This is an optimization exercise on Yosys and OpenROAD, whose aim is a short achievable clock period and few clock cycles per item, not a production implementation.
Only simulation tests tie the RTL to the original design; equivalence was not proved.
The clock input has no modelled driver; a real chip could not lean on it and would need a root buffer or a full tree.
Power is estimated from default activity; no workload was simulated.

## consolls_core
module consolls_core (
    input  wire        clk,
    input  wire        rst,
    input  wire        step_valid,
    output wire        step_ready,
    output wire        done,
    output reg         halted,
    output reg  [2:0]  cause,
    output reg  [15:0] fault_ip,
    output reg  [15:0] info,
    output reg  [2:0]  info_n,
    output reg         mem_req,
    output reg         mem_we,
    output reg  [15:0] mem_addr,
    output reg  [7:0]  mem_wdata,
    input  wire        mem_ready,
    input  wire [7:0]  mem_rdata
);
==> flow/config.mk <==
export PLATFORM = sky130hd
export DESIGN_NAME = consolls_core
export DESIGN_NICKNAME = consolls_core
export VERILOG_FILES = /design/flow/design.v
export SDC_FILE = /design/flow/constraint.sdc
export NUM_CORES = 4
export LEC_CHECK = 0
export CAP_MARGIN = 20
export CORE_MARGIN = 2
export CORE_UTILIZATION = 40
export PLACE_DENSITY = 0.8
export SLEW_MARGIN = 20
==> flow/constraint.sdc <==
create_clock -name core_clock -period 28.0 [get_ports {clk}]
set_input_delay 5.6000 -clock core_clock [delete_from_list [all_inputs] [get_ports {clk}]]
set_output_delay 5.6000 -clock core_clock [all_outputs]
set_load 0.01 [all_outputs]
standard.sh (not shown) runs the stock make flow with config.mk's settings and CLKGATE_MAP_FILE= SYNTH_SCRIPT=/design/flow/synth_recipe.tcl, a recipe that flattens the netlist after the stock synthesis.
==> flow/flow/run.sh <==
#!/bin/bash
set -euo pipefail
bash standard.sh SETUP_SLACK_MARGIN=23 PRE_CTS_TCL="$PWD/flow/pre_cts.tcl" finish > standard_flow.log 2>&1
Other scripts of this flow, unchanged in this note and not shown: flow/flow/pre_cts.tcl, flow/flow/pre_cts_tree.tcl
The first run completed without violations.
Testbench counts at the start, summed over its fixed seeds: cycles 175,164, steps 9,600.
Rerun with:
--- a/flow/config.mk
+++ b/flow/config.mk
@@ -9,4 +9,3 @@
 export CORE_MARGIN = 2
 export CORE_UTILIZATION = 40
-export PLACE_DENSITY = 0.8
 export SLEW_MARGIN = 20
After rerunning:
- The new run ran to the end with no violations
- wire length came out lower by a few percent
- clock skew is about the same
- global-route usage came out lower by 0.92 points
- power came out lower slightly
Rerun with:
--- a/flow/config.mk
+++ b/flow/config.mk
@@ -8,4 +8,5 @@
 export CAP_MARGIN = 20
 export CORE_MARGIN = 2
-export CORE_UTILIZATION = 40
+export CORE_UTILIZATION = 50
+export PLACE_DENSITY = 0.7
 export SLEW_MARGIN = 20
Synthesized area is unchanged; global-route usage grows by 11 points; die area goes down by about a fifth.
In every run of this note, the design's own scripts or RTL, not TritonCTS, make the clock network.

---

== wip/sierra ==
consolls_core, a different RTL version from the one above (not shown whole).
For scale: ~4000 cells after synthesis, roughly 79 I/O pins, roughly 0.032 mm2 of cells after synthesis.
clock: 28.0 ns
lec_check: 0
cap_margin: 20
core_margin: 2
core_utilization: 40
slew_margin: 20
run.sh (not shown) runs the stock make flow with config.mk's settings and CLKGATE_MAP_FILE= SYNTH_SCRIPT=/design/flow/synth_recipe.tcl, a recipe that flattens the netlist after the stock synthesis.
Stock flow here: none of the scripts above is used.
Testbench counts of wip/sierra, summed over its fixed seeds: cycles 181,085, steps 9,600.
Input changes introduced in wip/quartz (baseline for comparison: wip/sierra):
==> flow/flow/run.sh (new file) <==
#!/bin/bash
set -euo pipefail
bash standard.sh SETUP_SLACK_MARGIN=23 finish > standard_flow.log 2>&1
==> flow/standard.sh (new file) <==
#!/bin/bash
# synth_recipe.tcl (not shown) runs the flow's synth.tcl, then flattens the netlist and writes it again
# the make line also repeats each setting of config.mk as NAME=value (left out here)
make -C /OpenROAD-flow-scripts/flow DESIGN_CONFIG=/design/flow/config.mk WORK_HOME=/design/flow/orfs CLKGATE_MAP_FILE= SYNTH_SCRIPT=/design/flow/synth_recipe.tcl "${@:-finish}"
removed: flow/run.sh
[summary]
Comparing setup slack of the critical path after layout for wip/quartz and wip/sierra, the smaller number came from wip/sierra.
Measured against each other, wip/quartz and wip/sierra differ in post-detailed-placement cell area, the higher figure coming from wip/quartz.
wip/quartz: switching power 4.3% above wip/sierra
Of wip/quartz and wip/sierra, the lower part of the power in combinational logic belongs to wip/sierra.
Compared with wip/sierra, in wip/quartz delay of the slowest cell on the worst path fell 0.43 ns; met3 wirelength from detailed routing rose 1.7 mm.
Of wip/quartz and wip/sierra, it is wip/quartz that has the higher worst reg-to-reg setup slack.
Initial detailed-routing violation count was higher in wip/quartz than in wip/sierra.
wip/quartz — met2 layer usage reported by global route 2.5 points higher, wip/sierra as reference
diff inputs: wip/quartz => wip/fjord
==> flow/flow/run.sh <==
#!/bin/bash
set -euo pipefail
bash standard.sh SETUP_SLACK_MARGIN=21 finish > standard_flow.log 2>&1
Results
The core of wip/fjord is less densely filled than that of wip/quartz.
[wip/fjord] relative contribution of the clock network to total power rose 0.4 points relative to wip/quartz
Sort wip/quartz and wip/fjord by instance count on the critical path, descending, and wip/fjord comes first.
| maximum frequency from static timing analysis | wip/fjord vs wip/quartz | 5.3 MHz lower |
wip/fjord — fraction of area in multi-input gates 3.2 points higher, wip/quartz as reference
Startpoint-to-endpoint class of the critical path: flop to primary output -> wip/quartz, primary input to flop -> wip/fjord

-- separate check: timing with driven ports --
The flow's constraints put no driver on any port. The routed layouts listed below were extracted and timed again, unchanged, in two steps.
Step 1 assumes that a clkbuf_16 drives the clock port and a buf_2 every other input.
Step 2 times the ports against the registers' clock, not the clock port: input delays grow and output delays shrink by t, the midpoint of the rising clock arrivals with the driver on.
a / b / c = ideal ports / drivers / drivers and shift; a / b = the first two.
run	shift t [ns]	slack for setup (ns)	hold WS [ns]	worst data-port slew with drivers (ns)	cell pins on the clock port's net
the first run of note 1	0.556	21.454 / 21.312 / 21.084	0.463 / 0.463 / 0.463	0.13	4
the second run of note 1	0.532	21.463 / 21.359 / 21.022	0.463 / 0.463 / 0.463	0.24	4
the third run of note 1	0.557	21.443 / 21.271 / 21.071	0.459 / 0.459 / 0.459	0.18	4
wip/sierra	0.682	20.454 / 20.496 / 19.814	0.451 / 0.451 / 0.451	0.04	1
wip/quartz	0.677	21.266 / 21.199 / 21.034	0.366 / 0.366 / 0.366	0.08	1
wip/fjord	0.682	21.018 / 21.006 / 20.376	0.403 / 0.403 / 0.403	0.04	1
After both steps every run listed still meets setup and hold. For wip/fjord, which loses most, drivers alone change the setup slack by -0.012 ns; drivers and shift together by -0.642 ns.
